This design comes from an exercise in tuning for small area and a short achievable clock period on the open sky130 flow, not from production work.
RTL that was checked went through simulation tests only; none was proved equivalent to the original.
Only the layout flow was run in runs 1 to 4; the RTL was not checked for function there.
Power is estimated from default activity; no workload was simulated.

[flow/flow/run.sh]
#!/bin/bash
# Standard ORFS layout (the standard.sh) with two changes:
#  - port buffers are sky130_fd_sc_hd__buf_2 instead of the resizer's default
#    choice (a delay cell);
#  - clock tree synthesis without dummy loads.
set -euo pipefail
export BUFFER_PORTS_ARGS="-buffer_cell sky130_fd_sc_hd__buf_2"
export CTS_ARGS="-sink_clustering_enable -repair_clock_nets -buf_list sky130_fd_sc_hd__clkbuf_8 -dont_use_dummy_load"
bash standard.sh finish > standard_flow.log 2>&1
[flow/standard.sh]
#!/bin/bash
# synth_recipe.tcl (not shown) runs the flow's synth.tcl, then flattens the netlist and writes it again
# the make line also repeats each setting of config.mk as NAME=value (left out here)
make -C /OpenROAD-flow-scripts/flow DESIGN_CONFIG=/design/flow/config.mk WORK_HOME=/design/flow/orfs CLKGATE_MAP_FILE= SYNTH_SCRIPT=/design/flow/synth_recipe.tcl "${@:-finish}"
[flow/config.mk]
export PLATFORM = sky130hd
export DESIGN_NAME = fdc_read
export DESIGN_NICKNAME = fdc_read
export VERILOG_FILES = /design/flow/design.v
export SDC_FILE = /design/flow/constraint.sdc
export NUM_CORES = 4
export LEC_CHECK = 0
export CAP_MARGIN = 20
export CORE_MARGIN = 2
export CORE_UTILIZATION = 60
export SETUP_SLACK_MARGIN = 4.4
export SLEW_MARGIN = 20
export SYNTH_HIERARCHICAL = 1
[flow/constraint.sdc]
create_clock -name core_clock -period 7.0 [get_ports {clk}]
set_input_delay 1.4000 -clock core_clock [delete_from_list [all_inputs] [get_ports {clk}]]
set_output_delay 1.4000 -clock core_clock [all_outputs]
set_load 0.01 [all_outputs]
[flow/design.v]
module fdc_wr (
    input  wire        wr_en,
    input  wire [2:0]  wr_port,
    input  wire [15:0] wr_data,
    input  wire [15:0] pend,       
    input  wire        pz,         
    input  wire        ctl10,
    input  wire        dmaen,      
    input  wire        len15,      
    input  wire        lens_nz,    
    input  wire        en_s,       
    output wire        wr_len,
    output wire        wr_sync,
    output wire        wr_ph,
    output wire        wr_pl,
    output wire        port_ok,    
    output wire        len_acc,    
    output wire        ctl_w,      
    output wire        den_w,      
    output reg         enabled     
);
    assign wr_len  = wr_en && wr_port == 3'd0;
    assign wr_sync = wr_en && wr_port == 3'd1;
    wire   wr_ctl  = wr_en && wr_port == 3'd2;
    wire   wr_den  = wr_en && wr_port == 3'd3;
    assign wr_ph   = wr_en && wr_port == 3'd5;
    assign wr_pl   = wr_en && wr_port == 3'd6;
    assign port_ok = wr_en && wr_port != 3'd4 && wr_port != 3'd7;
    wire   len_eq  = !pz && wr_data == pend;
    assign len_acc = wr_len && (!wr_data[15] || len_eq);
    assign ctl_w   = wr_ctl ? wr_data[10] : ctl10;
    assign den_w   = wr_den ? (wr_data[9] & wr_data[4]) : dmaen;
    always @* begin
        case (wr_port)
            3'd0:    enabled = wr_data[15] && (len_eq ? (dmaen && wr_data[13:0] != 14'd0) : en_s);
            3'd3:    enabled = len15 && wr_data[9] && wr_data[4] && lens_nz;
            default: enabled = en_s;
        endcase
    end
endmodule
module fdc_read (
    input  wire        clk,
    input  wire        rst,
    input  wire        drive_active,
    input  wire        flux,
    input  wire        wr_en,
    input  wire [2:0]  wr_port,
    input  wire [15:0] wr_data,
    input  wire        rd_en,
    output wire [15:0] status,
    output reg         mem_we,
    output wire [31:0] mem_addr,
    output wire [15:0] mem_wdata,
    output reg         irq_sync,
    output reg         irq_done
);
    localparam [2:0] S_IDLE = 3'b000, S_WAIT = 3'b110, S_BYTE0 = 3'b100, S_BYTE1 = 3'b101;
    localparam [1:0] H_NONE = 2'd0, H_HI = 2'd1, H_LO = 2'd2, H_ZERO = 2'd3;
    reg running;
    reg run_st;     
    reg [10:0] counter;   
    reg        ended_r;   
    reg [4:0]  inc5;      
    reg [1:0]  hist;
    reg [2:0]  pcnt;
    reg [1:0]  fcls;
    reg        dir;
    reg        lat_v;     
    reg [2:0]  lat_c;     
    reg [15:0] shift;
    reg [2:0]  bcnt;      
    reg        st_sync, st_ready;
    reg [7:0]  st_data;
    reg [15:0] len;       
    reg [15:0] pend;      
    reg        pz;
    reg [15:0] sync_r;
    reg        ctl10;
    reg        dmaen;     
    reg [2:0]  state;
    reg [7:0]  hi;        
    reg [31:0] A;         
    reg        F;
    reg [15:0] B;
    reg [1:0]  H;
    wire start = drive_active && !running;
    localparam [1:0] F_NONE = 2'd0, F_SAME = 2'd1, F_M1 = 2'd2;
    wire pnz  = pcnt != 3'd0;
    wire pgt1 = pcnt[2] | pcnt[1];
    wire fact = (fcls == F_SAME && pnz) || (fcls == F_M1 && pgt1);
    wire [4:0] inc_up = (inc5 == 5'd31) ? inc5 : inc5 + 5'd1;
    wire [4:0] inc_dn = (inc5 == 5'd6)  ? inc5 : inc5 - 5'd1;
    wire [4:0] inc5_n   = fact ? (dir ? inc_dn : inc_up) : inc5;
    wire [2:0] pcnt_dec = pnz ? pcnt - 3'd1 : 3'd0;
    wire [5:0] c_hi = counter[10:5];
    wire [5:0] r1   = {1'b0, counter[4:0]} + {1'b0, inc5};        
    wire [6:0] r2   = {2'b0, counter[4:0]} + {1'b0, inc5, 1'b0};  
    wire [5:0] l2   = {1'b0, counter[4:0]} + 6'd2;
    wire [10:0] s_fast = {c_hi + 6'd8 + {5'd0, l2[5]}, l2[4:0]};    
    wire [10:0] s_slow = {c_hi + 6'd1 + {5'd0, l2[5]}, l2[4:0]};    
    wire [10:0] s_inc  = {c_hi + 6'd4 + {5'd0, r1[5]}, r1[4:0]};    
    wire [10:0] cnext = pnz ? (dir ? s_slow : s_fast) : s_inc;
    function ge_split(input [5:0] ch, input [6:0] r, input [10:0] t);
        begin
            ge_split = (ch > t[10:5]) ||
                       (ch == t[10:5]         && r >= {2'b00, t[4:0]}) ||
                       (ch == t[10:5] - 6'd1  && r >= {2'b00, t[4:0]} + 7'd32) ||
                       (ch == t[10:5] - 6'd2  && r >= {2'b00, t[4:0]} + 7'd64) ||
                       (ch == t[10:5] - 6'd3  && r >= {2'b00, t[4:0]} + 7'd96);
        end
    endfunction
    wire fup = (fcls == F_SAME) && !dir && inc5 != 5'd31;
    wire fdn = (fcls == F_SAME) &&  dir && inc5 != 5'd6;
    wire [6:0] r1x = {1'b0, r1};
    reg  end_pre;
    always @* begin
        if (pgt1)          end_pre = dir ? (counter >= 11'd1980) : (counter >= 11'd1532);
        else if (pcnt[0])  end_pre = dir ? (fdn ? ge_split(c_hi, r1x, 11'd1887) : ge_split(c_hi, r1x, 11'd1886))
                                         : (fup ? ge_split(c_hi, r1x, 11'd1661) : ge_split(c_hi, r1x, 11'd1662));
        else               end_pre = ge_split(c_hi, r2, 11'd1792);
    end
    wire ended_n = !ended_r && end_pre;
    wire [2:0] cT = lat_v ? lat_c : counter[10:8];
    wire [1:0] qT = cT[2] ? cT[1:0] : ~cT[1:0];
    wire [2:0] pcnt_T = {1'b0, qT} + 3'd1;
    wire [1:0] fcls_T = ((hist == 2'd0 && !cT[2]) || (hist == 2'd3 && cT[2])) ? F_SAME :
                    (hist == 2'd1 || hist == 2'd2) ? F_M1 : F_NONE;
    wire v = lat_v | flux;           
    wire bv = running & ended_r;     
    wire hi_eq = (shift[14:0] == sync_r[15:1]);
    wire m1    = hi_eq &  sync_r[0];      
    wire m0    = hi_eq & ~sync_r[0];      
    wire c8    = (bcnt == 3'd7);          
    wire sp_ok = c8 | !st_sync;
    wire spm1  = bv & m1 & sp_ok;         
    wire spm0  = bv & m0 & sp_ok;
    wire sps1  = spm1 & ctl10 & state[1];  
    wire sps0  = spm0 & ctl10 & state[1];
    wire due1  = bv & (c8 | (st_sync ? !m1 : m1));   
    wire due0  = bv & (c8 | (st_sync ? !m0 : m0));
    wire [2:0] bcnt_inc = bcnt + 3'd1;
    wire match    = v ? m1 : m0;
    wire sp_match = v ? spm1 : spm0;
    wire sps      = v ? sps1 : sps0;     
    wire due      = v ? due1 : due0;     
    wire bv8      = bv & c8;             
    wire spb      = bv8 & !sps;
    wire [7:0] byte_v = {shift[6:0], v};
    wire [13:0] len_dec = len[13:0] - 14'd1;
    wire        len_one = len[13:0] == 14'd1;
    wire        len_nz  = len[13:0] != 14'd0;
    wire [31:0] Ainc = A + {30'd0, F, 1'b0};
    wire [31:0] L = {H == H_HI ? B : H == H_ZERO ? 16'd0 : Ainc[31:16],
                     H == H_LO ? B : H == H_ZERO ? 16'd0 : Ainc[15:0]};
    wire st_b0 = state == S_BYTE0;
    wire wd    = bv8 & state[0];         
    wire xfer  = wd & len_one;
    wire [2:0] state_s = sps ? S_BYTE0 :
                         (bv8 & st_b0) ? S_BYTE1 :
                         wd ? (len_one ? S_IDLE : S_BYTE0) : state;
    wire [15:0] len_s  = wd ? {len[15:14], len_dec} : len;
    wire lens_nz = wd ? !len_one : len_nz;
    wire en_s = len[15] && dmaen && lens_nz;
    wire wr_len, wr_sync, wr_ph, wr_pl, port_ok, len_acc, ctl_w, den_w, enabled;
    fdc_wr u_wr (
        .wr_en(wr_en), .wr_port(wr_port), .wr_data(wr_data), .pend(pend), .pz(pz),
        .ctl10(ctl10), .dmaen(dmaen), .len15(len[15]), .lens_nz(lens_nz), .en_s(en_s),
        .wr_len(wr_len), .wr_sync(wr_sync), .wr_ph(wr_ph), .wr_pl(wr_pl), .port_ok(port_ok),
        .len_acc(len_acc), .ctl_w(ctl_w), .den_w(den_w), .enabled(enabled)
    );
    wire [15:0] len_w = len_acc ? wr_data : len_s;
    wire [2:0] state_w = !port_ok ? state_s :
                         !enabled ? S_IDLE :
                         state_s[2] ? state_s : (ctl_w ? S_WAIT : S_BYTE0);
    always @(posedge clk) begin
        running <= drive_active;
        run_st  <= drive_active && !rst;
        B <= wr_data;
        A <= L;         
        if (wr_len) pend <= wr_data;      
        if (bv8 && st_b0) hi <= byte_v;   
        if (rst) begin
            counter <= 11'd0; ended_r <= 1'b0; inc5 <= 5'd18; hist <= 2'd0;
            pcnt <= 3'd0; lat_v <= 1'b0;
            shift <= 16'd0; bcnt <= 3'd0; st_sync <= 1'b0; st_ready <= 1'b0; st_data <= 8'd0;
            len <= 16'd0; pz <= 1'b1; sync_r <= 16'd0; ctl10 <= 1'b0; dmaen <= 1'b0;
            state <= S_IDLE;
            F <= 1'b0; H <= H_ZERO;
            mem_we <= 1'b0; irq_sync <= 1'b0; irq_done <= 1'b0;
        end else begin
            if (start) begin
                counter <= 11'd0; ended_r <= 1'b0; inc5 <= 5'd18; hist <= 2'd0;
                pcnt <= 3'd0; lat_v <= 1'b0;
            end else if (running) begin
                counter <= cnext;
                ended_r <= ended_n;
                inc5    <= inc5_n;
                if (ended_r) begin
                    lat_v <= 1'b0;
                    if (v) begin
                        pcnt <= pcnt_T; fcls <= fcls_T; dir <= cT[2];
                        hist <= {cT[2], hist[1]};
                    end else begin
                        pcnt <= 3'd0;
                    end
                end else begin
                    lat_v <= v;
                    lat_c <= cT;
                    pcnt  <= pcnt_dec;
                end
            end
            if (start) begin
                shift <= 16'd0; bcnt <= 3'd0;
            end else if (bv) begin
                shift <= {shift[14:0], v};
                bcnt  <= (sps || c8) ? 3'd0 : bcnt_inc;
            end
            if (due)
                st_sync <= match;
            if (spb) begin
                st_data  <= byte_v;
                st_ready <= 1'b1;
            end else if (rd_en && running)
                st_ready <= 1'b0;
            len   <= len_w;
            if (wr_len) pz <= 1'b0;
            if (wr_sync) sync_r <= wr_data;
            ctl10 <= ctl_w;
            dmaen <= den_w;
            state <= state_w;
            F <= wd;
            H <= wr_ph ? H_HI : wr_pl ? H_LO : H_NONE;
            mem_we   <= wd;
            irq_sync <= sp_match;
            irq_done <= xfer;
        end
    end
    assign mem_addr  = A;
    assign mem_wdata = {hi, st_data};
    assign status = run_st ? {st_ready, state[2], 1'b0, st_sync, 4'd0, st_data} : 16'd0;
endmodule
==> results.toml, run 1 <==
[clock_network]
numCtsBuffers = 17
cts_buffer_depth = 2
clkSinkCount = 173
htreeDepth = 4
clk_latency_ns = 0.45
cts_root_buffer = "clkbuf_8"
cts_tree = "done"
clk_pin_slew_worst_paths_ns = 0.08

[sta]
slew_viol_final = 0
fin_crit_ns = 3.47
finalCritPeriodShare = 0.496
fmax_mhz = 288
clock_skew_ns = 0.0175
setup_tns_ns = 0
max_slew_margin = 0.502
tightest_slew_ns = 0.742
setup_viol = 0
rsz0062_at_grt = "yes"
whs_ns = 0.455
fin_ws_ns = 3.53
hold_viol = 0

[cells_and_area]
design_area_um2 = 9770
fin_cells = 1185
syn_to_final_growth_pct = 17.3
fin_util = 0.712
nNetsFinal = 1065
drive_above_1_share = 0.206
fill_cells = 1061
insertedDiodeCount = 0

[die]
dieWidth_um = 122
ioPinCount = 92
rows = 43
initial_core_util = 0.607
die-area_um2 = 14800
die_h_um = 122
core_area_um2 = 13700

[worst_setup_path]
critPathMaxStageDelay_ns = 0.54
crit_fanout = 4
cp-start-kind = "flop"
cp.arrival_ns = 3.82
critPathCapture = "state[1]$_SDFF_PP0_"
cpMostUsedCell = "or3_4"
timing.critical_path.required_ns = 7.34
rr_startpoint = "len[7]$_SDFFE_PP0P_"
cp-end-kind = "flop"
path_class = "flop to flop"
slowest_stage = "or4_4"
timing.rr.end = "state[1]$_SDFF_PP0_"
r2r_cells = 14
crit_start = "len[7]$_SDFFE_PP0P_"
r2r_slack_ns = 3.53
crit_chain = "or4_4, or3_4, or3_4, or4b_4, a21o_1, and3_4, inv_2, o22ai_1, nand2_1, o21ai_1, a311o_1, nand3_1, nor3b_1, a221o_1"

[pwr]
total_power_mw = 1.81
leakage_nw = 3.82
powerDensity_nw_per_um2 = 185
ir_drop_uv = 136

[synthesis]
synth_top_family_by_area = "simple AND/OR/NAND/NOR gates"
synthSimpleGateAreaFrac = 0.194
synth_fa_ha_area_frac = 0.0522
synth-edff-count = 31
synth_cells = 921
async_reset_ff_frac = 0
yosysMostFrequentCell = "dfxtp_1"
yosys_warnings = 8
postSynthAreaPerCell_um2 = 9.05
yosys.area.top_type = "dfxtp_1"
netlist_top_cells_count = "dfxtp_1 (142), nor2_1 (102), nand2_1 (93)"
yosysSeqAreaShare = 0.453
synthMuxAreaShare = 0.0489
ys_ff_latch = 173
syn_area_um2 = 8330
synthTopCellsByArea = "dfxtp_1 (34%), edfxtp_1 (11%), xnor2_1 (5.0%), nor2_1 (4.6%), ha_1 (4.5%)"
synth-xor-area-share = 0.0913
synth_compound_area_frac = 0.118
ys.flop_type = "dfxtp_1"
synth_cell_type_count = 62
synth.top_cell.area_share = 0.341

[placed_design]
place_hpwl_um = 14000
placed_area_um2 = 8920
portBuffers = 86
place_worst_setup_slack_ns = 3.45
dp_cells = 1144
routabilityCongestion = 0.861

[min_path]
hold_class = "flop to flop"
hp-start = "B[2]$_DFF_P_"

[global_routing]
grt_pass1_vias = 6607
grt_use_total = 0.284
grt_overflow = 0
grt_max_degree = 58
antenna_found_initial = 0
grt_pass1_wl_um = 32900

[routing]
drtAntennaViolNets = 0
drt_iter0_drc = 545
via_per_inst = 5.81
wl_per_cell_um = 17.5
routed_wl_um = 20800
dr.pass1.iters = 5
drc = 0
vias = 6883

[run_status]
status = "complete, no violations"

[job]
drv_cap = 0
-- worst max-delay path: cells and delay by family, from the launching register on --
kind | cells | cell delay (ns)
AND/OR/NAND/NOR | 8 | 2.12
buffers and inverters | 1 | 0.05
flip-flops | 1 | 0.33
AO/OA/AOI/OAI | 5 | 0.88
-- modules after synthesis (local to each module, per instance) --
module	area [um^2]	cells inside
fdc_read	7940	863
fdc_wr	398	58
-- cells by family (layout without fill, tap and decap cells) --
group                    after synthesis  in the layout
buffers and inverters                 88            167
adder cells (fa/ha/maj)               33             33
AO/OA/AOI/OAI                        163            164
XOR/XNOR                              86             86
multiplexers                          40             40
other                                  1              5
flip-flops                           173            173
AND/OR/NAND/NOR                      337            337
-- cell type report --
class                   instances  area [um^2]  area share
well taps                     180          225      0.0230
inverters                      37          139      0.0142
flip-flops and latches        173         3790       0.388
repair buffers                113          851      0.0871
multi-input cells             665         4540       0.464
clock buffers                  17          234      0.0239
-- worst min-delay path by stage --
stage / cells past startpoint / to / slack (ns)
2_1_floorplan: 2 / A[16]$_DFF_P_ / 0.42
3_3_place_gp: 2 / A[4]$_DFF_P_ / 0.44
3_5_place_dp: 2 / A[20]$_DFF_P_ / 0.44
4_1_cts: 2 / A[18]$_DFF_P_ / 0.45
5_1_grt: 2 / A[20]$_DFF_P_ / 0.49
6_report: 2 / A[18]$_DFF_P_ / 0.46
-- layout by cell type, fill, tap and decap left out, types with 31 or more instances in the layout --
cell type,synthesis,layout
mux2i_1,34,34
o21ai_0,52,51
nor2_1,102,93
xor2_1,37,37
buf_2,0,74
xnor2_1,48,42
edfxtp_1,31,31
inv_1,36,35
a21oi_1,57,39
dfxtp_1,142,135
nand2_1,93,93
-- routing by layer --
layer | vias up | part of all wire | track usage
li1 | 3337 | - | -
met1 | 3293 | 0.44 | 0.367
met2 | 223 | 0.49 | 0.478
met3 | 30 | 0.056 | 0.0581
met4 | 0 | 0.016 | 0.0912
met5 | - | 0 | 0
-- sequential cells by signal, summed over array words and instances (netlist names), 5 cells and up --
signal / flops
B: 16
shift: 15
sync_r: 16
inc5: 5
pend: 16
st_data: 8
len: 15
hi: 8
counter: 11
A: 32
-- repair_timing --
action                                  4_1_cts  5_1_grt
setup buffers                                11        9
endpoints found under the hold margin         0        0
resized for setup                            58       30
pin swaps                                    13       16
endpoints found under the setup margin       55       58
hold buffers                                  0        0
gates cloned                                  3        1
-- power by group --
group          total (mW)  leakage [nW]  internal (mW)  switching (mW)
Combinational       0.202          2.25         0.0899           0.112
Clock               0.515         0.122          0.214           0.301
Sequential           1.09          1.45           1.05          0.0455
Total                1.81          3.82           1.35           0.459
==> run 2, diff against run 1 <==
==> flow/flow/run.sh (replaced) <==
#!/bin/bash
# Standard ORFS layout (the standard.sh) with these changes:
#  - port buffers are sky130_fd_sc_hd__buf_2 instead of the resizer's default
#    choice (a delay cell);
#  - clock tree synthesis without dummy loads;
#  - the slow multi-input OR cells are not used (synthesis maps to NOR/NAND
#    forms instead); added to the platform's own don't-use list.
set -euo pipefail
export BUFFER_PORTS_ARGS="-buffer_cell sky130_fd_sc_hd__buf_2"
export CTS_ARGS="-sink_clustering_enable -repair_clock_nets -buf_list sky130_fd_sc_hd__clkbuf_8 -dont_use_dummy_load"
slow=""
for c in or3_1 or3_2 or3_4 or3b_1 or3b_2 or3b_4 or4_1 or4_2 or4_4 or4b_1 or4b_2 or4b_4 or4bb_1 or4bb_2 or4bb_4; do
  slow="$slow sky130_fd_sc_hd__$c"
done
export DONT_USE_CELLS="$slow"
bash standard.sh finish > standard_flow.log 2>&1
==> run 2 against run 1 <==
Effect of this change:
- global-route usage did not move
- non-clock buffer count did not move
- fmax did not move
- synthesized area did not move
- total power did not move
- synthesized cell count did not move
- critical path depth did not move
- via count did not move
- still clean
- sequential share of layout area did not move
==> results.toml, run 2 <==
[synthesis]
async_reset_ff_frac = 0
yosysMostFrequentCell = "dfxtp_1"
synth_cell_type_count = 62
synth-edff-count = 31
ys_ff_latch = 173
yosysSeqAreaShare = 0.453
synthTopCellsByArea = "dfxtp_1 (34%), edfxtp_1 (11%), xnor2_1 (5.0%), nor2_1 (4.6%), ha_1 (4.5%)"
syn_area_um2 = 8330
postSynthAreaPerCell_um2 = 9.05
synth.top_cell.area_share = 0.341
yosys.area.top_type = "dfxtp_1"
yosys_warnings = 8
synth_cells = 921
netlist_top_cells_count = "dfxtp_1 (142), nor2_1 (102), nand2_1 (93)"
ys.flop_type = "dfxtp_1"

[cells_and_area]
nNetsFinal = 1065
syn_to_final_growth_pct = 17.3
insertedDiodeCount = 0
fill_cells = 1061
fin_cells = 1185
final_cell_mix = "dfxtp_1 (135), nand2_1 (93), nor2_1 (93), buf_2 (74), o21ai_0 (51)"
layout_commonest_cell = "dfxtp_1"
largest_reg_flops = 32
drive_above_1_share = 0.206
top_register = "A"

[pwr]
swShare = 0.253
ir_drop_uv = 136
p_switching_mw = 0.459
leakage_nw = 3.82
p_seq_frac = 0.604
powerDensity_nw_per_um2 = 185
pwr-share-comb = 0.112
p_int_mw = 1.35
pwr-share-clk = 0.285

[clock_network]
clkSinkCount = 173
clk_latency_ns = 0.45
cts_buffer_depth = 2
clk_pin_slew_worst_paths_ns = 0.08
cts_tree = "done"
numCtsBuffers = 17
cts-hold-fix-buffers = 0
cts_root_buffer = "clkbuf_8"
htreeDepth = 4

[routing]
via_per_inst = 5.81
drt_iter0_drc = 545
dr.pass1.iters = 5
wl_met2_um = 10200
vias = 6883
drc = 0
wl_per_cell_um = 17.5
wirelength_met1_um = 9080
routed_wl_um = 20800
drtAntennaViolNets = 0
highest_layer = "met4"
wl_met3_um = 1170

[sta]
setup_viol = 0
setup_tns_ns = 0
finalCritPeriodShare = 0.496
rsz0062_at_grt = "yes"
fin_crit_ns = 3.47
max_slew_margin = 0.502
clock_skew_ns = 0.0175
hold_viol = 0
slew_viol_final = 0
fmax_mhz = 288
tightest_slew_ns = 0.742

[global_routing]
grt_pass1_vias = 6607
antenna_found_initial = 0
grt_max_degree = 58
grt_overflow = 0
grt_pass1_wl_um = 32900
grt_use_total = 0.284

[placed_design]
portBuffers = 86
dp_cells = 1144
place_hpwl_um = 14000
routabilityCongestion = 0.861

[worst_setup_path]
worst-path-buf-inv = 1
timing.critical_path.required_ns = 7.34
path_delay_family = "simple AND/OR/NAND/NOR gates"
cpMostUsedCell = "or3_4"
slowest_stage = "or4_4"
cp.arrival_ns = 3.82
cp-end-kind = "flop"
crit_chain = "or4_4, or3_4, or3_4, or4b_4, a21o_1, and3_4, inv_2, o22ai_1, nand2_1, o21ai_1, a311o_1, nand3_1, nor3b_1, a221o_1"
path_class = "flop to flop"
critPathMaxStageDelay_ns = 0.54
cp-start-kind = "flop"
crit_fanout = 4

[min_path]
hold_class = "flop to flop"

[die]
die_h_um = 122
ioPinCount = 92
dieWidth_um = 122
initial_core_util = 0.607
die-area_um2 = 14800
core_area_um2 = 13700
rows = 43

[job]
drv_cap = 0

[run_status]
status = "complete, no violations"
-- run 2: stage by stage --
step | util | hold WS [ns] | power [mW] | worst slack (ns) | instance area [um^2]
finish | 0.712 | 0.455 | 1.81 | 3.53 | 9770
global route | 0.712 | 0.490 | 1.89 | 3.42 | 9770
CTS | 0.696 | 0.453 | 1.81 | 3.45 | 9550
detailed placement | 0.650 | 0.443 | 1.29 | 3.45 | 8920
global placement | 0.650 | 0.436 | 1.29 | 3.49 | 8920
floorplan | - | 0.417 | 1.23 | 3.59 | 8490
-- run 2: path summary, 6_finish.rpt --
| kind | from | endpoint | slack (ns) | depth (start not counted) |
|---|---|---|---|---|
| hold reg to reg | B[2]$_DFF_P_ | A[18]$_DFF_P_ | 0.46 | 2 |
| setup / recovery | len[7]$_SDFFE_PP0P_ | state[1]$_SDFF_PP0_ | 3.53 | 14 |
| hold / removal | B[2]$_DFF_P_ | A[18]$_DFF_P_ | 0.46 | 2 |
| setup reg to reg | len[7]$_SDFFE_PP0P_ | state[1]$_SDFF_PP0_ | 3.53 | 14 |
-- run 2: metal layers --
| layer | vias up | global-route usage |
|---|---|---|
| met1 | 3293 | 0.367 |
| li1 | 3337 | - |
| met4 | 0 | 0.0912 |
| met5 | - | 0 |
| met3 | 30 | 0.0581 |
| met2 | 223 | 0.478 |
-- run 2: worst register-to-register path, cell delays in order, from the launching register on --
cell,delay (ns)
dfxtp_2,0.33
or4_4,0.54
or3_4,0.35
or3_4,0.34
or4b_4,0.50
a21o_1,0.19
and3_4,0.19
inv_2,0.05
o22ai_1,0.06
nand2_1,0.06
o21ai_1,0.06
a311o_1,0.31
nand3_1,0.09
nor3b_1,0.05
a221o_1,0.26
-- run 2: Yosys stat by module (local to each module, per instance) --
module	area, um^2	copies in the design	flops+latches	cells inside
fdc_wr	398	1	0	58
fdc_read	7940	1	173	863
-- run 2: kinds of logic after synthesis --
family	synth area share
adder cells (fa/ha/maj)	0.0522
XOR/XNOR	0.0913
multiplexers	0.0489
other	0.000450
buffers and inverters	0.0419
AO/OA/AOI/OAI	0.118
flip-flops	0.453
AND/OR/NAND/NOR	0.194
-- run 2: repair_timing --
action | CTS | global route
setup endpoints to repair | 55 | 58
resized for setup | 58 | 30
cloned | 3 | 1
pin swaps | 13 | 16
buffers inserted | 11 | 9
-- run 2: power by group through the flow --
| stage | clock [mW] | sequential (mW) | combinational [mW] |
|---|---|---|---|
| floorplan | 0 | 1.10 | 0.125 |
| global placement | 0 | 1.11 | 0.175 |
| detailed placement | 0 | 1.11 | 0.180 |
| CTS | 0.528 | 1.09 | 0.194 |
| global route | 0.566 | 1.10 | 0.225 |
| finish | 0.515 | 1.09 | 0.202 |
-- run 2: area by class of cell --
| type | instances | area, um^2 | share of cell area |
|---|---|---|---|
| Clock buffer | 17 | 234 | 0.0239 |
| Inverter | 37 | 139 | 0.0142 |
| Multi-Input combinational cell | 665 | 4540 | 0.464 |
| Sequential cell | 173 | 3790 | 0.388 |
| Tap cell | 180 | 225 | 0.0230 |
| Timing Repair Buffer | 113 | 851 | 0.0871 |
==> run 3, diff against run 2 <==
--- a/flow/flow/run.sh
+++ b/flow/flow/run.sh
@@ -6,3 +6,3 @@
 #  - the slow multi-input OR cells are not used (synthesis maps to NOR/NAND
-#    forms instead); added to the platform's own don't-use list.
+#    forms instead); they are added to the platform's own don't-use list.
 set -euo pipefail
@@ -10,2 +10,3 @@
 export CTS_ARGS="-sink_clustering_enable -repair_clock_nets -buf_list sky130_fd_sc_hd__clkbuf_8 -dont_use_dummy_load"
+platform="sky130_fd_sc_hd__lpflow_bleeder_1 sky130_fd_sc_hd__lpflow_clkbufkapwr_1 sky130_fd_sc_hd__lpflow_clkbufkapwr_16 sky130_fd_sc_hd__lpflow_clkbufkapwr_2 sky130_fd_sc_hd__lpflow_clkbufkapwr_4 sky130_fd_sc_hd__lpflow_clkbufkapwr_8 sky130_fd_sc_hd__lpflow_clkinvkapwr_1 sky130_fd_sc_hd__lpflow_clkinvkapwr_16 sky130_fd_sc_hd__lpflow_clkinvkapwr_2 sky130_fd_sc_hd__lpflow_clkinvkapwr_4 sky130_fd_sc_hd__lpflow_clkinvkapwr_8 sky130_fd_sc_hd__lpflow_decapkapwr_12 sky130_fd_sc_hd__lpflow_decapkapwr_3 sky130_fd_sc_hd__lpflow_decapkapwr_4 sky130_fd_sc_hd__lpflow_decapkapwr_6 sky130_fd_sc_hd__lpflow_decapkapwr_8 sky130_fd_sc_hd__lpflow_inputiso0n_1 sky130_fd_sc_hd__lpflow_inputiso0p_1 sky130_fd_sc_hd__lpflow_inputiso1n_1 sky130_fd_sc_hd__lpflow_inputiso1p_1 sky130_fd_sc_hd__lpflow_inputisolatch_1 sky130_fd_sc_hd__lpflow_isobufsrc_1 sky130_fd_sc_hd__lpflow_isobufsrc_16 sky130_fd_sc_hd__lpflow_isobufsrc_2 sky130_fd_sc_hd__lpflow_isobufsrc_4 sky130_fd_sc_hd__lpflow_isobufsrc_8 sky130_fd_sc_hd__lpflow_isobufsrckapwr_16 sky130_fd_sc_hd__lpflow_lsbuf_lh_hl_isowell_tap_1 sky130_fd_sc_hd__lpflow_lsbuf_lh_hl_isowell_tap_2 sky130_fd_sc_hd__lpflow_lsbuf_lh_hl_isowell_tap_4 sky130_fd_sc_hd__lpflow_lsbuf_lh_isowell_4 sky130_fd_sc_hd__lpflow_lsbuf_lh_isowell_tap_1 sky130_fd_sc_hd__lpflow_lsbuf_lh_isowell_tap_2 sky130_fd_sc_hd__lpflow_lsbuf_lh_isowell_tap_4 sky130_fd_sc_hd__probe_p_8 sky130_fd_sc_hd__probec_p_8 "
 slow=""
@@ -14,3 +15,2 @@
 done
-export DONT_USE_CELLS="$slow"
-bash standard.sh finish > standard_flow.log 2>&1
+bash standard.sh "DONT_USE_CELLS=$platform$slow" finish > standard_flow.log 2>&1
==> run 3 against run 2 <==
Effect of this change:
- routed wire length shrank 3.6%
- clock skew up 0.0038 ns
- die area rose by 0.51%
- fmax grew 25%
- synthesized area is 0.53% higher
- critical endpoint is now len[13]$_SDFFE_PP0P_
- largest cell class unchanged
- register-to-register slack better by 0.85 ns
- still clean
- utilization fell by 1.7 points
==> results.toml, run 3 <==
[routing]
drt_iter0_drc = 491
routed_wl_um = 20000
drc = 0
drtAntennaViolNets = 0
via_per_inst = 5.75
wl_per_cell_um = 16.9
dr.pass1.iters = 5
vias = 6786

[worst_setup_path]
timing.critical_path.required_ns = 7.34
cp-start-kind = "input pin"
crit_fanout = 6
cp.arrival_ns = 3.12
rr_startpoint = "bcnt[0]$_SDFFE_PP0P_"
r2r_slack_ns = 4.38
r2r_cells = 13
critPathCapture = "len[13]$_SDFFE_PP0P_"
crit_start = "wr_data[15]"
path_class = "input pin to flop"
cp-end-kind = "flop"
timing.rr.end = "state[1]$_SDFF_PP0_"

[placed_design]
portBuffers = 86
place_hpwl_um = 13700
dp_cells = 1142
routabilityCongestion = 0.882

[clock_network]
cts_tree = "done"
numCtsBuffers = 17
clk_latency_ns = 0.47
htreeDepth = 4
cts_root_buffer = "clkbuf_8"
cts_buffer_depth = 2
clkSinkCount = 173
clk_pin_slew_worst_paths_ns = 0.08
cts-hold-fix-buffers = 0

[synthesis]
ys_ff_latch = 173
netlist_top_cells_count = "dfxtp_1 (142), nor2_1 (99), nand2_1 (98)"
postSynthAreaPerCell_um2 = 9.08
synth_cell_type_count = 67
yosys_warnings = 8
synthTopCellsByArea = "dfxtp_1 (34%), edfxtp_1 (11%), xor2_1 (4.8%), mux2i_1 (4.5%), ha_1 (4.5%)"
syn_area_um2 = 8380
yosysMostFrequentCell = "dfxtp_1"
synth_cells = 923
yosysSeqAreaShare = 0.450
ys.flop_type = "dfxtp_1"
async_reset_ff_frac = 0
synth.top_cell.area_share = 0.339
yosys.area.top_type = "dfxtp_1"
synth-edff-count = 31

[cells_and_area]
insertedDiodeCount = 0
top_register = "A"
final_cell_mix = "dfxtp_1 (134), nand2_1 (97), nor2_1 (96), buf_2 (81), a21oi_1 (47)"
multi_input_area_um2 = 4470
layout_commonest_cell = "dfxtp_1"
nNetsFinal = 1060
fin_util = 0.696
drive_above_1_share = 0.182
syn_to_final_growth_pct = 14.4
fin_cells = 1180
seqCellArea_um2 = 3790
fill_cells = 1091
largest_reg_flops = 32

[global_routing]
grt_max_degree = 59
top_usage_layer = "met2"
grt_use_met3 = 0.0524
grt_use_total = 0.272
antenna_found_initial = 0
grt_pass1_vias = 6348
grtUsageMet2 = 0.432
grt_use_met1 = 0.363
grt_pass1_wl_um = 31700
grt_overflow = 0

[sta]
fin_crit_ns = 2.79
whs_ns = 0.464
setup_viol = 0
fmax_mhz = 359
rsz0062_at_grt = "yes"
tightest_slew_ns = 1.05
max_slew_margin = 0.300
hold_viol = 0
slew_viol_final = 0
clock_skew_ns = 0.0212
finalCritPeriodShare = 0.398
setup_tns_ns = 0

[pwr]
ir_drop_uv = 124
powerDensity_nw_per_um2 = 187
leakage_nw = 3.77

[die]
die_h_um = 122
die-area_um2 = 14900
dieWidth_um = 122
core_area_um2 = 13800
initial_core_util = 0.608
rows = 43
ioPinCount = 92

[job]
drv_cap = 0

[run_status]
status = "complete, no violations"

[min_path]
hold_class = "flop to flop"
[run 3: logic make-up after synthesis]
group | count (synthesis) | synth area share
compound gates | 151 | 0.107
xor+xnor | 88 | 0.0929
fa+ha+maj | 33 | 0.0520
buf+inv | 91 | 0.0439
flops | 173 | 0.450
mux | 44 | 0.0535
other cells | 1 | 0.000448
simple gates | 342 | 0.200
[run 3: what timing repair did]
item	in CTS	in global routing
resized for setup	37	27
pin swaps	8	14
endpoints found under the setup margin	59	63
setup buffers	10	9
cloned	2	0
[run 3: power by group]
group	internal, mW	total (mW)	switching [mW]
combinational	0.0780	0.184	0.105
clock	0.214	0.522	0.308
sequential	1.05	1.09	0.0444
total	1.34	1.80	0.458
[run 3: metal layers]
metal	routed length (um)	vias up
met5	0	-
met4	458	0
met3	1260	37
met2	9300	248
met1	8980	3204
li1	-	3297
[run 3: worst max-delay path, cell delays in order]
cell,delay (ns)
buf_12,0.10
xor2_2,0.14
nor4_2,0.30
nand3_1,0.17
or2_4,0.32
a21boi_4,0.24
buf_12,0.17
mux2i_1,0.22
nor2_1,0.06
[run 3: how the worst min path moves through the flow]
stage | startpoint | end | slack, ns | depth (start not counted)
finish | pz$_SDFFE_PP1P_ | pz$_SDFFE_PP1P_ | 0.46 | 1
floorplan | B[0]$_DFF_P_ | A[16]$_DFF_P_ | 0.42 | 2
global placement | pz$_SDFFE_PP1P_ | pz$_SDFFE_PP1P_ | 0.44 | 1
global route | pz$_SDFFE_PP1P_ | pz$_SDFFE_PP1P_ | 0.48 | 1
CTS | pz$_SDFFE_PP1P_ | pz$_SDFFE_PP1P_ | 0.47 | 1
detailed placement | pz$_SDFFE_PP1P_ | pz$_SDFFE_PP1P_ | 0.45 | 1
[run 3: layout make-up]
type	count	share of cell area
multi-input cells	664	0.467
well taps	180	0.0235
flip-flops and latches	173	0.396
inverters	37	0.0145
clock buffers	17	0.0244
repair buffers	109	0.0753
[run 3: stage by stage]
| stage | setup slack (ns) | instance area [um^2] | power, mW |
|---|---|---|---|
| floorplan | 3.88 | 8480 | 1.22 |
| global placement | 3.21 | 8890 | 1.27 |
| detailed placement | 3.09 | 8890 | 1.28 |
| CTS | 4.25 | 9400 | 1.80 |
| global route | 4.15 | 9580 | 1.87 |
| finish | 4.21 | 9580 | 1.80 |
[run 3: Yosys stat by module, one instance, submodules excluded]
module / cells / times used / flops+latches / area (um^2)
fdc_read: 864 / 1 / 173 / 7980
fdc_wr: 59 / 1 / 0 / 400
==> run 4, diff against run 3 <==
--- a/flow/design.v
+++ b/flow/design.v
@@ -1 +1,61 @@
+module fdc_pll (
+    input  wire [10:0] counter,
+    input  wire        ended_r,
+    input  wire [4:0]  inc5,
+    input  wire [2:0]  pcnt,
+    input  wire [1:0]  fcls,
+    input  wire        dir,
+    input  wire [1:0]  hist,
+    input  wire        lat_v,
+    input  wire [2:0]  lat_c,
+    output wire [10:0] cnext,      
+    output wire        ended_n,    
+    output wire [4:0]  inc5_n,     
+    output wire [2:0]  pcnt_dec,   
+    output wire [2:0]  cT,         
+    output wire [2:0]  pcnt_T,     
+    output wire [1:0]  fcls_T
+);
+    localparam [1:0] F_NONE = 2'd0, F_SAME = 2'd1, F_M1 = 2'd2;
+    wire pnz  = pcnt != 3'd0;
+    wire pgt1 = pcnt[2] | pcnt[1];
+    wire fact = (fcls == F_SAME && pnz) || (fcls == F_M1 && pgt1);
+    wire [4:0] inc_up = (inc5 == 5'd31) ? inc5 : inc5 + 5'd1;
+    wire [4:0] inc_dn = (inc5 == 5'd6)  ? inc5 : inc5 - 5'd1;
+    assign inc5_n   = fact ? (dir ? inc_dn : inc_up) : inc5;
+    assign pcnt_dec = pnz ? pcnt - 3'd1 : 3'd0;
+    wire [5:0] c_hi = counter[10:5];
+    wire [5:0] r1   = {1'b0, counter[4:0]} + {1'b0, inc5};        
+    wire [6:0] r2   = {2'b0, counter[4:0]} + {1'b0, inc5, 1'b0};  
+    wire [5:0] l2   = {1'b0, counter[4:0]} + 6'd2;
+    wire [10:0] s_fast = {c_hi + 6'd8 + {5'd0, l2[5]}, l2[4:0]};    
+    wire [10:0] s_slow = {c_hi + 6'd1 + {5'd0, l2[5]}, l2[4:0]};    
+    wire [10:0] s_inc  = {c_hi + 6'd4 + {5'd0, r1[5]}, r1[4:0]};    
+    assign cnext = pnz ? (dir ? s_slow : s_fast) : s_inc;
+    function ge_split(input [5:0] ch, input [6:0] r, input [10:0] t);
+        begin
+            ge_split = (ch > t[10:5]) ||
+                       (ch == t[10:5]         && r >= {2'b00, t[4:0]}) ||
+                       (ch == t[10:5] - 6'd1  && r >= {2'b00, t[4:0]} + 7'd32) ||
+                       (ch == t[10:5] - 6'd2  && r >= {2'b00, t[4:0]} + 7'd64) ||
+                       (ch == t[10:5] - 6'd3  && r >= {2'b00, t[4:0]} + 7'd96);
+        end
+    endfunction
+    wire fup = (fcls == F_SAME) && !dir && inc5 != 5'd31;
+    wire fdn = (fcls == F_SAME) &&  dir && inc5 != 5'd6;
+    wire [6:0] r1x = {1'b0, r1};
+    reg  end_pre;
+    always @* begin
+        if (pgt1)          end_pre = dir ? (counter >= 11'd1980) : (counter >= 11'd1532);
+        else if (pcnt[0])  end_pre = dir ? (fdn ? ge_split(c_hi, r1x, 11'd1887) : ge_split(c_hi, r1x, 11'd1886))
+                                         : (fup ? ge_split(c_hi, r1x, 11'd1661) : ge_split(c_hi, r1x, 11'd1662));
+        else               end_pre = ge_split(c_hi, r2, 11'd1792);
+    end
+    assign ended_n = !ended_r && end_pre;
+    assign cT = lat_v ? lat_c : counter[10:8];
+    wire [1:0] qT = cT[2] ? cT[1:0] : ~cT[1:0];
+    assign pcnt_T = {1'b0, qT} + 3'd1;
+    assign fcls_T = ((hist == 2'd0 && !cT[2]) || (hist == 2'd3 && cT[2])) ? F_SAME :
+                    (hist == 2'd1 || hist == 2'd2) ? F_M1 : F_NONE;
+endmodule
 module fdc_wr (
@@ -86,43 +146,13 @@
     wire start = drive_active && !running;
-    localparam [1:0] F_NONE = 2'd0, F_SAME = 2'd1, F_M1 = 2'd2;
-    wire pnz  = pcnt != 3'd0;
-    wire pgt1 = pcnt[2] | pcnt[1];
-    wire fact = (fcls == F_SAME && pnz) || (fcls == F_M1 && pgt1);
-    wire [4:0] inc_up = (inc5 == 5'd31) ? inc5 : inc5 + 5'd1;
-    wire [4:0] inc_dn = (inc5 == 5'd6)  ? inc5 : inc5 - 5'd1;
-    wire [4:0] inc5_n   = fact ? (dir ? inc_dn : inc_up) : inc5;
-    wire [2:0] pcnt_dec = pnz ? pcnt - 3'd1 : 3'd0;
-    wire [5:0] c_hi = counter[10:5];
-    wire [5:0] r1   = {1'b0, counter[4:0]} + {1'b0, inc5};        
-    wire [6:0] r2   = {2'b0, counter[4:0]} + {1'b0, inc5, 1'b0};  
-    wire [5:0] l2   = {1'b0, counter[4:0]} + 6'd2;
-    wire [10:0] s_fast = {c_hi + 6'd8 + {5'd0, l2[5]}, l2[4:0]};    
-    wire [10:0] s_slow = {c_hi + 6'd1 + {5'd0, l2[5]}, l2[4:0]};    
-    wire [10:0] s_inc  = {c_hi + 6'd4 + {5'd0, r1[5]}, r1[4:0]};    
-    wire [10:0] cnext = pnz ? (dir ? s_slow : s_fast) : s_inc;
-    function ge_split(input [5:0] ch, input [6:0] r, input [10:0] t);
-        begin
-            ge_split = (ch > t[10:5]) ||
-                       (ch == t[10:5]         && r >= {2'b00, t[4:0]}) ||
-                       (ch == t[10:5] - 6'd1  && r >= {2'b00, t[4:0]} + 7'd32) ||
-                       (ch == t[10:5] - 6'd2  && r >= {2'b00, t[4:0]} + 7'd64) ||
-                       (ch == t[10:5] - 6'd3  && r >= {2'b00, t[4:0]} + 7'd96);
-        end
-    endfunction
-    wire fup = (fcls == F_SAME) && !dir && inc5 != 5'd31;
-    wire fdn = (fcls == F_SAME) &&  dir && inc5 != 5'd6;
-    wire [6:0] r1x = {1'b0, r1};
-    reg  end_pre;
-    always @* begin
-        if (pgt1)          end_pre = dir ? (counter >= 11'd1980) : (counter >= 11'd1532);
-        else if (pcnt[0])  end_pre = dir ? (fdn ? ge_split(c_hi, r1x, 11'd1887) : ge_split(c_hi, r1x, 11'd1886))
-                                         : (fup ? ge_split(c_hi, r1x, 11'd1661) : ge_split(c_hi, r1x, 11'd1662));
-        else               end_pre = ge_split(c_hi, r2, 11'd1792);
-    end
-    wire ended_n = !ended_r && end_pre;
-    wire [2:0] cT = lat_v ? lat_c : counter[10:8];
-    wire [1:0] qT = cT[2] ? cT[1:0] : ~cT[1:0];
-    wire [2:0] pcnt_T = {1'b0, qT} + 3'd1;
-    wire [1:0] fcls_T = ((hist == 2'd0 && !cT[2]) || (hist == 2'd3 && cT[2])) ? F_SAME :
-                    (hist == 2'd1 || hist == 2'd2) ? F_M1 : F_NONE;
+    wire [10:0] cnext;
+    wire        ended_n;
+    wire [4:0]  inc5_n;
+    wire [2:0]  pcnt_dec, cT, pcnt_T;
+    wire [1:0]  fcls_T;
+    fdc_pll u_pll (
+        .counter(counter), .ended_r(ended_r), .inc5(inc5), .pcnt(pcnt), .fcls(fcls),
+        .dir(dir), .hist(hist), .lat_v(lat_v), .lat_c(lat_c),
+        .cnext(cnext), .ended_n(ended_n), .inc5_n(inc5_n), .pcnt_dec(pcnt_dec),
+        .cT(cT), .pcnt_T(pcnt_T), .fcls_T(fcls_T)
+    );
     wire v = lat_v | flux;           
==> flow/flow/run.sh (replaced) <==
#!/bin/bash
# Standard ORFS layout (the standard.sh) with two changes:
#  - port buffers are sky130_fd_sc_hd__buf_2 instead of the resizer's default
#    choice (a delay cell);
#  - clock tree synthesis without dummy loads.
set -euo pipefail
export BUFFER_PORTS_ARGS="-buffer_cell sky130_fd_sc_hd__buf_2"
export CTS_ARGS="-sink_clustering_enable -repair_clock_nets -buf_list sky130_fd_sc_hd__clkbuf_8 -dont_use_dummy_load"
bash standard.sh finish > standard_flow.log 2>&1
==> run 4 against run 3 <==
Effect of this change:
- routed wire length rose by 6.2%
- synthesized area increased by 2.4%
- sequential power barely moved
- critical path type unchanged
- largest cell class unchanged
- via count is 3.6% higher
- first-iteration DRC count is 19% higher
- clock skew is 0.011 ns higher
- still clean on timing, DRC and antenna
- cell area up 2.6%
- total power fell by 0.59%
- synthesized cell count grew 2.7%
- hold slack better by 0.0013 ns
- die area up 2.4%
==> results.toml, run 4 <==
[pwr]
leakage_nw = 3.95
powerDensity_nw_per_um2 = 182
p_switching_mw = 0.450
p_seq_frac = 0.608
pwr-share-comb = 0.097
ir_drop_uv = 147
pwr-share-clk = 0.295
swShare = 0.252
p_int_mw = 1.34

[routing]
dr.pass1.iters = 6
highest_layer = "met5"
wl_met3_um = 970
vias = 7032
drt_iter0_drc = 584
wirelength_met1_um = 9440
routed_wl_um = 21200
wl_per_cell_um = 17.6
drtAntennaViolNets = 0
via_per_inst = 5.82
wl_met2_um = 10500
drc = 0

[die]
die-area_um2 = 15300
die_h_um = 124
initial_core_util = 0.616
core_area_um2 = 13900
rows = 43
dieWidth_um = 124
ioPinCount = 92

[run_status]
status = "complete, no violations"

[synthesis]
synth_cells = 948
synthTopCellsByArea = "dfxtp_1 (33%), edfxtp_1 (11%), nand2_1 (5.4%), xor2_1 (4.7%), mux2i_1 (4.7%)"
ys_ff_latch = 173
netlist_top_cells_count = "dfxtp_1 (142), nand2_1 (123), nor2_1 (88)"
ys.flop_type = "dfxtp_1"
async_reset_ff_frac = 0
yosysSeqAreaShare = 0.440
yosys.area.top_type = "dfxtp_1"
syn_area_um2 = 8580
postSynthAreaPerCell_um2 = 9.05
synth.top_cell.area_share = 0.331
yosys_warnings = 9
yosysMostFrequentCell = "dfxtp_1"
synth-edff-count = 31
synth_cell_type_count = 77

[worst_setup_path]
path_class = "input pin to flop"
cp-start-kind = "input pin"
crit_start = "wr_data[9]"
timing.critical_path.required_ns = 7.35
crit_fanout = 6
rr_startpoint = "bcnt[0]$_SDFFE_PP0P_"
cp-end-kind = "flop"
cp.arrival_ns = 3.23

[sta]
tightest_slew_ns = 1.05
rsz0062_at_grt = "yes"
setup_tns_ns = 0
fin_crit_ns = 2.87
finalCritPeriodShare = 0.411
max_slew_margin = 0.295
fmax_mhz = 348
slew_viol_final = 0
clock_skew_ns = 0.0318
hold_viol = 0
setup_viol = 0
whs_ns = 0.465

[clock_network]
clk_pin_slew_worst_paths_ns = 0.09
cts_root_buffer = "clkbuf_8"
cts-hold-fix-buffers = 0
cts_buffer_depth = 2
clk_latency_ns = 0.47
cts_tree = "done"
clkSinkCount = 173
htreeDepth = 4
numCtsBuffers = 17

[global_routing]
grt_pass1_wl_um = 32300
grt_pass1_vias = 6431
grt_use_total = 0.274
grt_max_degree = 59
grt_overflow = 0
antenna_found_initial = 2

[cells_and_area]
top_register = "A"
drive_above_1_share = 0.191
fin_util = 0.705
layout_commonest_cell = "dfxtp_1"
fill_cells = 1084
nNetsFinal = 1086
largest_reg_flops = 32
final_cell_mix = "dfxtp_1 (134), nand2_1 (122), nor2_1 (84), buf_2 (79), o21ai_0 (51)"
syn_to_final_growth_pct = 14.6

[job]
drv_cap = 0

[min_path]
hp-start = "bcnt[2]$_SDFFE_PP0P_"
hold_class = "flop to flop"

[placed_design]
place_hpwl_um = 14400
portBuffers = 86
routabilityCongestion = 0.876
[run 4: cell types whose count changed in the layout (fill, tap and decap cells not counted), sizes merged, moves of 6 or more]
cell and delta:
nor2b +7, o21ai +12, o211ai -6, and3 -6, nand2 +25, xnor2 -6, or4 +6, nor2 -12
[run 4: per-stage QoR]
stage / area (um^2) / total power [mW] / worst slack, ns / cells
final: 9830 / 1.79 / 4.13 / 1208
after global routing: 9830 / 1.85 / 4.11 / 1207
after CTS: 9610 / 1.78 / 4.12 / 1200
after detailed placement: 9110 / 1.26 / 2.90 / 1170
after global placement: 9110 / 1.26 / 3.04 / 1170
after floorplan: 8700 / 1.20 / 3.89 / 952
[run 4: worst paths after layout]
check | cells after the start | end | slack (ns)
max | 10 | len[13]$_SDFFE_PP0P_ | 4.13
max reg2reg | 15 | state[2]$_SDFF_PP0_ | 4.35
min reg2reg | 2 | bcnt[2]$_SDFFE_PP0P_ | 0.46
min | 2 | bcnt[2]$_SDFFE_PP0P_ | 0.46
[run 4: critical path, stage by stage]
cell,delay [ns]
buf_12,0.11
xnor2_4,0.13
nand3_2,0.09
or4_4,0.53
or2_4,0.28
a21boi_4,0.21
buf_12,0.14
buf_16,0.12
mux2i_1,0.18
nor2_1,0.05
[run 4: kinds of logic (layout without fill, tap and decap cells)]
group                    Yosys count  in the layout  synth area share
XOR/XNOR                          81             81            0.0844
AND/OR/NAND/NOR                  360            360             0.208
buffers and inverters             84            158            0.0410
adder cells (fa/ha/maj)           32             32            0.0484
AO/OA/AOI/OAI                    171            172             0.124
multiplexers                      46             46            0.0545
other                              1              6          0.000437
flip-flops                       173            173             0.440
[run 4: modules after synthesis (local to each module, per instance)]
module	copies in the design	cell area, um^2
fdc_pll	1	1370
fdc_read	1	6820
fdc_wr	1	398
[run 4: power by group through the flow]
stage / Sequential (mW) / Combinational [mW] / Clock [mW]
2_1_floorplan: 1.10 / 0.101 / 0
3_3_place_gp: 1.11 / 0.150 / 0
3_5_place_dp: 1.11 / 0.155 / 0
4_1_cts: 1.08 / 0.164 / 0.536
5_1_grt: 1.09 / 0.189 / 0.576
6_report: 1.09 / 0.173 / 0.527
[run 4: area by class of cell]
cell class	count	area, um^2	share of cell area
multi-input combinational	696	4720	0.480
sequential	173	3790	0.385
timing repair buffer	108	736	0.0748
clock buffer	17	234	0.0238
tap	180	225	0.0229
inverter	33	124	0.0126
antenna	1	2.50	0.000255
[run 4: layer usage]
layer,GRT usage,vias to the layer above
met5,0,-
met4,0.0739,2
met3,0.0682,22
met2,0.462,179
met1,0.353,3396
li1,-,3433
[run 4: repair_timing]
| item | in CTS | in global routing |
|---|---|---|
| setup buffers | 11 | 6 |
| pin swaps | 9 | 9 |
| gates resized for setup | 34 | 37 |
| endpoints found under the setup margin | 46 | 53 |
| gates cloned | 2 | 0 |
==> run 5, diff against run 4 <==
--- a/flow/design.v
+++ b/flow/design.v
@@ -60,41 +60,52 @@
 endmodule
-module fdc_wr (
-    input  wire        wr_en,
-    input  wire [2:0]  wr_port,
-    input  wire [15:0] wr_data,
-    input  wire [15:0] pend,       
-    input  wire        pz,         
+module fdc_live (
+    input  wire        bv,         
+    input  wire [15:0] shift,
+    input  wire [15:0] sync_r,
+    input  wire [2:0]  bcnt,
+    input  wire        st_sync,
     input  wire        ctl10,
-    input  wire        dmaen,      
-    input  wire        len15,      
-    input  wire        lens_nz,    
-    input  wire        en_s,       
-    output wire        wr_len,
-    output wire        wr_sync,
-    output wire        wr_ph,
-    output wire        wr_pl,
-    output wire        port_ok,    
-    output wire        len_acc,    
-    output wire        ctl_w,      
-    output wire        den_w,      
-    output reg         enabled     
-);
-    assign wr_len  = wr_en && wr_port == 3'd0;
-    assign wr_sync = wr_en && wr_port == 3'd1;
-    wire   wr_ctl  = wr_en && wr_port == 3'd2;
-    wire   wr_den  = wr_en && wr_port == 3'd3;
-    assign wr_ph   = wr_en && wr_port == 3'd5;
-    assign wr_pl   = wr_en && wr_port == 3'd6;
-    assign port_ok = wr_en && wr_port != 3'd4 && wr_port != 3'd7;
-    wire   len_eq  = !pz && wr_data == pend;
-    assign len_acc = wr_len && (!wr_data[15] || len_eq);
-    assign ctl_w   = wr_ctl ? wr_data[10] : ctl10;
-    assign den_w   = wr_den ? (wr_data[9] & wr_data[4]) : dmaen;
-    always @* begin
-        case (wr_port)
-            3'd0:    enabled = wr_data[15] && (len_eq ? (dmaen && wr_data[13:0] != 14'd0) : en_s);
-            3'd3:    enabled = len15 && wr_data[9] && wr_data[4] && lens_nz;
-            default: enabled = en_s;
-        endcase
-    end
+    input  wire        st_wait,    
+    output wire        m1,         
+    output wire        m0,         
+    output wire        c8,         
+    output wire        spm1,       
+    output wire        spm0,
+    output wire        sps1,       
+    output wire        sps0,
+    output wire        due1,       
+    output wire        due0,
+    output wire [2:0]  bcnt_inc
+);
+    wire hi_eq = (shift[14:0] == sync_r[15:1]);
+    assign m1   = hi_eq &  sync_r[0];
+    assign m0   = hi_eq & ~sync_r[0];
+    assign c8   = (bcnt == 3'd7);
+    wire   ok   = c8 | !st_sync;
+    assign spm1 = bv & m1 & ok;
+    assign spm0 = bv & m0 & ok;
+    assign sps1 = spm1 & ctl10 & st_wait;
+    assign sps0 = spm0 & ctl10 & st_wait;
+    assign due1 = bv & (c8 | (st_sync ? !m1 : m1));
+    assign due0 = bv & (c8 | (st_sync ? !m0 : m0));
+    assign bcnt_inc = bcnt + 3'd1;
+endmodule
+module fdc_dma (
+    input  wire [15:0] len,
+    input  wire [31:0] A,
+    input  wire        F,
+    input  wire [15:0] B,
+    input  wire [1:0]  H,
+    output wire [13:0] len_dec,    
+    output wire        len_one,    
+    output wire        len_nz,     
+    output wire [31:0] L           
+);
+    localparam [1:0] H_NONE = 2'd0, H_HI = 2'd1, H_LO = 2'd2, H_ZERO = 2'd3;
+    assign len_dec = len[13:0] - 14'd1;
+    assign len_one = len[13:0] == 14'd1;
+    assign len_nz  = len[13:0] != 14'd0;
+    wire [31:0] Ainc = A + {30'd0, F, 1'b0};
+    assign L = {H == H_HI ? B : H == H_ZERO ? 16'd0 : Ainc[31:16],
+                H == H_LO ? B : H == H_ZERO ? 16'd0 : Ainc[15:0]};
 endmodule
@@ -159,14 +170,10 @@
     wire bv = running & ended_r;     
-    wire hi_eq = (shift[14:0] == sync_r[15:1]);
-    wire m1    = hi_eq &  sync_r[0];      
-    wire m0    = hi_eq & ~sync_r[0];      
-    wire c8    = (bcnt == 3'd7);          
-    wire sp_ok = c8 | !st_sync;
-    wire spm1  = bv & m1 & sp_ok;         
-    wire spm0  = bv & m0 & sp_ok;
-    wire sps1  = spm1 & ctl10 & state[1];  
-    wire sps0  = spm0 & ctl10 & state[1];
-    wire due1  = bv & (c8 | (st_sync ? !m1 : m1));   
-    wire due0  = bv & (c8 | (st_sync ? !m0 : m0));
-    wire [2:0] bcnt_inc = bcnt + 3'd1;
+    wire m1, m0, c8, spm1, spm0, sps1, sps0, due1, due0;
+    wire [2:0] bcnt_inc;
+    fdc_live u_live (
+        .bv(bv), .shift(shift), .sync_r(sync_r), .bcnt(bcnt), .st_sync(st_sync),
+        .ctl10(ctl10), .st_wait(state[1]),
+        .m1(m1), .m0(m0), .c8(c8), .spm1(spm1), .spm0(spm0), .sps1(sps1), .sps0(sps0),
+        .due1(due1), .due0(due0), .bcnt_inc(bcnt_inc)
+    );
     wire match    = v ? m1 : m0;
@@ -178,8 +185,9 @@
     wire [7:0] byte_v = {shift[6:0], v};
-    wire [13:0] len_dec = len[13:0] - 14'd1;
-    wire        len_one = len[13:0] == 14'd1;
-    wire        len_nz  = len[13:0] != 14'd0;
-    wire [31:0] Ainc = A + {30'd0, F, 1'b0};
-    wire [31:0] L = {H == H_HI ? B : H == H_ZERO ? 16'd0 : Ainc[31:16],
-                     H == H_LO ? B : H == H_ZERO ? 16'd0 : Ainc[15:0]};
+    wire [13:0] len_dec;
+    wire        len_one, len_nz;
+    wire [31:0] L;
+    fdc_dma u_dma (
+        .len(len), .A(A), .F(F), .B(B), .H(H),
+        .len_dec(len_dec), .len_one(len_one), .len_nz(len_nz), .L(L)
+    );
     wire st_b0 = state == S_BYTE0;
@@ -192,11 +200,23 @@
     wire lens_nz = wd ? !len_one : len_nz;
-    wire en_s = len[15] && dmaen && lens_nz;
-    wire wr_len, wr_sync, wr_ph, wr_pl, port_ok, len_acc, ctl_w, den_w, enabled;
-    fdc_wr u_wr (
-        .wr_en(wr_en), .wr_port(wr_port), .wr_data(wr_data), .pend(pend), .pz(pz),
-        .ctl10(ctl10), .dmaen(dmaen), .len15(len[15]), .lens_nz(lens_nz), .en_s(en_s),
-        .wr_len(wr_len), .wr_sync(wr_sync), .wr_ph(wr_ph), .wr_pl(wr_pl), .port_ok(port_ok),
-        .len_acc(len_acc), .ctl_w(ctl_w), .den_w(den_w), .enabled(enabled)
-    );
+    wire wr_len  = wr_en && wr_port == 3'd0;
+    wire wr_sync = wr_en && wr_port == 3'd1;
+    wire wr_ctl  = wr_en && wr_port == 3'd2;
+    wire wr_den  = wr_en && wr_port == 3'd3;
+    wire wr_ph   = wr_en && wr_port == 3'd5;
+    wire wr_pl   = wr_en && wr_port == 3'd6;
+    wire port_ok = wr_en && wr_port != 3'd4 && wr_port != 3'd7;
+    wire len_eq  = !pz && wr_data == pend;
+    wire len_acc = wr_len && (!wr_data[15] || len_eq);
     wire [15:0] len_w = len_acc ? wr_data : len_s;
+    wire ctl_w   = wr_ctl ? wr_data[10] : ctl10;
+    wire den_w   = wr_den ? (wr_data[9] & wr_data[4]) : dmaen;
+    wire en_s    = len[15] && dmaen && lens_nz;
+    reg  enabled;
+    always @* begin
+        case (wr_port)
+            3'd0:    enabled = wr_data[15] && (len_eq ? (dmaen && wr_data[13:0] != 14'd0) : en_s);
+            3'd3:    enabled = len[15] && wr_data[9] && wr_data[4] && lens_nz;
+            default: enabled = en_s;
+        endcase
+    end
     wire [2:0] state_w = !port_ok ? state_s :
--- a/flow/config.mk
+++ b/flow/config.mk
@@ -12,2 +12 @@
 export SLEW_MARGIN = 20
-export SYNTH_HIERARCHICAL = 1
==> run 5 against run 4 <==
Effect of this change:
- total power grew 1.5%
- sequential share of layout area grew 1.6 points
- critical path depth shrank 2
- via count shrank 1.4%
- cell area shrank 4.0%
- utilization shrank 2.3 points
- flip-flop and latch count is the same
- fmax shrank 0.16%
==> results.toml, run 5 <==
[run_status]
status = "complete, no violations"

[placed_design]
routabilityCongestion = 0.920
place_hpwl_um = 14900
placed_area_um2 = 8930
portBuffers = 86

[routing]
drt_iter0_drc = 518
vias = 6932
routed_wl_um = 21300
dr.pass1.iters = 5
drc = 0
drtAntennaViolNets = 0
wl_per_cell_um = 18.1
via_per_inst = 5.87

[cells_and_area]
drive_above_1_share = 0.177
final_cell_mix = "dfxtp_1 (137), nand2_1 (113), buf_2 (82), nor2_1 (71), a21oi_1 (55)"
fill_cells = 1115
largest_reg_flops = 32
layout_commonest_cell = "dfxtp_1"
syn_to_final_growth_pct = 11.6
design_area_um2 = 9430
nNetsFinal = 1059
top_register = "A"
fin_util = 0.682

[sta]
setup_tns_ns = 0
setup_viol = 0
slew_viol_final = 0
whs_ns = 0.473
tightest_slew_ns = 0.689
rsz0062_at_grt = "yes"
finalCritPeriodShare = 0.411
hold_viol = 0
clock_skew_ns = 0.0250
fin_crit_ns = 2.88
max_slew_margin = 0.540
fmax_mhz = 347

[pwr]
leakage_nw = 3.82
p_seq_frac = 0.601
pwr-share-comb = 0.110
pwr-share-clk = 0.289
p_int_mw = 1.34
powerDensity_nw_per_um2 = 192
ir_drop_uv = 125
p_switching_mw = 0.470
swShare = 0.259

[die]
rows = 43
ioPinCount = 92
die_h_um = 123
initial_core_util = 0.611
dieWidth_um = 123
core_area_um2 = 13800
die-area_um2 = 15000

[synthesis]
postSynthAreaPerCell_um2 = 9.12
synthSimpleGateAreaFrac = 0.203
synth_fa_ha_area_frac = 0.0515
async_reset_ff_frac = 0
synth_compound_area_frac = 0.138
yosys_warnings = 2
synth-edff-count = 31
synthMuxAreaShare = 0.0262
syn_area_um2 = 8450
yosysSeqAreaShare = 0.447
synth.top_cell.area_share = 0.336
ys_ff_latch = 173
ys.flop_type = "dfxtp_1"
synthTopCellsByArea = "dfxtp_1 (34%), edfxtp_1 (11%), xor2_1 (5.7%), nand2_1 (5.1%), ha_1 (4.4%)"
synth_top_family_by_area = "simple AND/OR/NAND/NOR gates"
netlist_top_cells_count = "dfxtp_1 (142), nand2_1 (114), nor2_1 (78)"
yosys.area.top_type = "dfxtp_1"
synth_cells = 927
synth_cell_type_count = 63
yosysMostFrequentCell = "dfxtp_1"
synth-xor-area-share = 0.0902

[clock_network]
cts_tree = "done"
numCtsBuffers = 17
cts_root_buffer = "clkbuf_8"
clk_latency_ns = 0.46
clk_pin_slew_worst_paths_ns = 0.08
clkSinkCount = 173
htreeDepth = 4
cts-hold-fix-buffers = 0
cts_buffer_depth = 2

[worst_setup_path]
path_class = "input pin to flop"
crit_fanout = 7
timing.critical_path.required_ns = 7.31
cp.arrival_ns = 3.19
cp-end-kind = "flop"
cp-start-kind = "input pin"

[global_routing]
grt_pass1_wl_um = 33500
grt_use_total = 0.289
grt_max_degree = 53
antenna_found_initial = 1
grt_overflow = 0
grt_pass1_vias = 6676

[min_path]
hold_class = "flop to flop"

[job]
drv_cap = 0
## run 5: per-stage QoR
stage / instances / setup WS [ns] / power (mW)
2_1_floorplan: 931 / 3.95 / 1.23
3_3_place_gp: 1148 / 3.30 / 1.29
3_5_place_dp: 1148 / 3.19 / 1.30
4_1_cts: 1169 / 4.14 / 1.81
5_1_grt: 1180 / 4.10 / 1.88
6_report: 1180 / 4.12 / 1.81
## run 5: layer usage
metal | up-vias | GRT usage | share of wire
li1 | 3369 | - | -
met1 | 3288 | 0.348 | 0.43
met2 | 224 | 0.479 | 0.48
met3 | 51 | 0.0632 | 0.054
met4 | 0 | 0.156 | 0.043
met5 | - | 0 | 0
## run 5: critical path, stage by stage
cell     delay [ns]
buf_8          0.10
xor2_1         0.15
nor4_1         0.31
nand3_1        0.18
or4_4          0.52
a21o_4         0.27
mux2i_1        0.19
nor2_1         0.06
## run 5: what timing repair did
item / CTS / global route
buffers inserted: 2 / 9
gates resized for setup: 29 / 17
setup endpoints to repair: 41 / 41
cloned: 2 / 1
pin swaps: 7 / 10
## run 5: area by class of cell
| class | count | area, um^2 | area share |
|---|---|---|---|
| clock buffers | 17 | 234 | 0.0248 |
| inverters | 30 | 115 | 0.0122 |
| flip-flops and latches | 173 | 3780 | 0.401 |
| multi-input cells | 675 | 4470 | 0.473 |
| well taps | 180 | 225 | 0.0239 |
| diodes | 1 | 2.50 | 0.000265 |
| repair buffers | 104 | 609 | 0.0646 |
## run 5: path summary, 6_finish.rpt
kind | startpoint | to | slack (ns) | depth (start not counted)
setup / recovery | wr_data[0] | len[1]$_SDFFE_PP0P_ | 4.12 | 8
hold / removal | sync_r[11]$_SDFFE_PP0P_ | sync_r[11]$_SDFFE_PP0P_ | 0.47 | 2
setup reg to reg | ended_r$_SDFFE_PP0P_ | state[1]$_SDFF_PP0_ | 4.59 | 6
hold reg to reg | sync_r[11]$_SDFFE_PP0P_ | sync_r[11]$_SDFFE_PP0P_ | 0.47 | 2
## run 5: power by group through the flow
stage	sequential (mW)	combinational [mW]	clock [mW]
2_1_floorplan	1.10	0.127	0
3_3_place_gp	1.11	0.182	0
3_5_place_dp	1.11	0.188	0
4_1_cts	1.09	0.194	0.529
5_1_grt	1.09	0.221	0.567
6_report	1.09	0.199	0.524
## run 5: cells by family (layout without fill, tap and decap cells)
logic type      Yosys count  after routing
xor+xnor                 87             87
flops                   173            173
buf+inv                  85            151
mux                      22             22
simple gates            348            348
fa+ha+maj                33             33
compound gates          178            180
other cells               1              6

==> static timing again, ports no longer ideal <==
The results above use ideal ports. As a check the final layouts listed here were re-extracted and re-timed, cells and wires unchanged. Step 1 (the two cells are an assumption about what drives the block):
set clk [get_ports {clk}]
set_driving_cell -lib_cell sky130_fd_sc_hd__clkbuf_16 $clk
set_driving_cell -lib_cell sky130_fd_sc_hd__buf_2 [delete_from_list [all_inputs] $clk]
Step 2 times the ports against the registers' clock, not the clock port: input delays grow and output delays shrink by t, the midpoint of the rising clock arrivals with the driver on. Three values: no drivers, after step 1, after step 2; two values: the first two.
run | shift t [ns] | setup WS [ns] | worst data-port slew with drivers (ns)
run 1 | 0.482 | 3.528 / 3.528 / 3.528 | 0.07
run 2 | 0.482 | 3.528 / 3.528 / 3.528 | 0.07
run 3 | 0.497 | 4.213 / 4.204 / 3.707 | 0.07
run 4 | 0.487 | 4.126 / 4.116 / 3.629 | 0.07
run 5 | 0.481 | 4.121 / 4.117 / 3.636 | 0.06
After both steps every run listed still meets setup and hold. The setup slack of run 3, which loses most, moves by -0.009 ns with the drivers and by -0.506 ns with both steps.
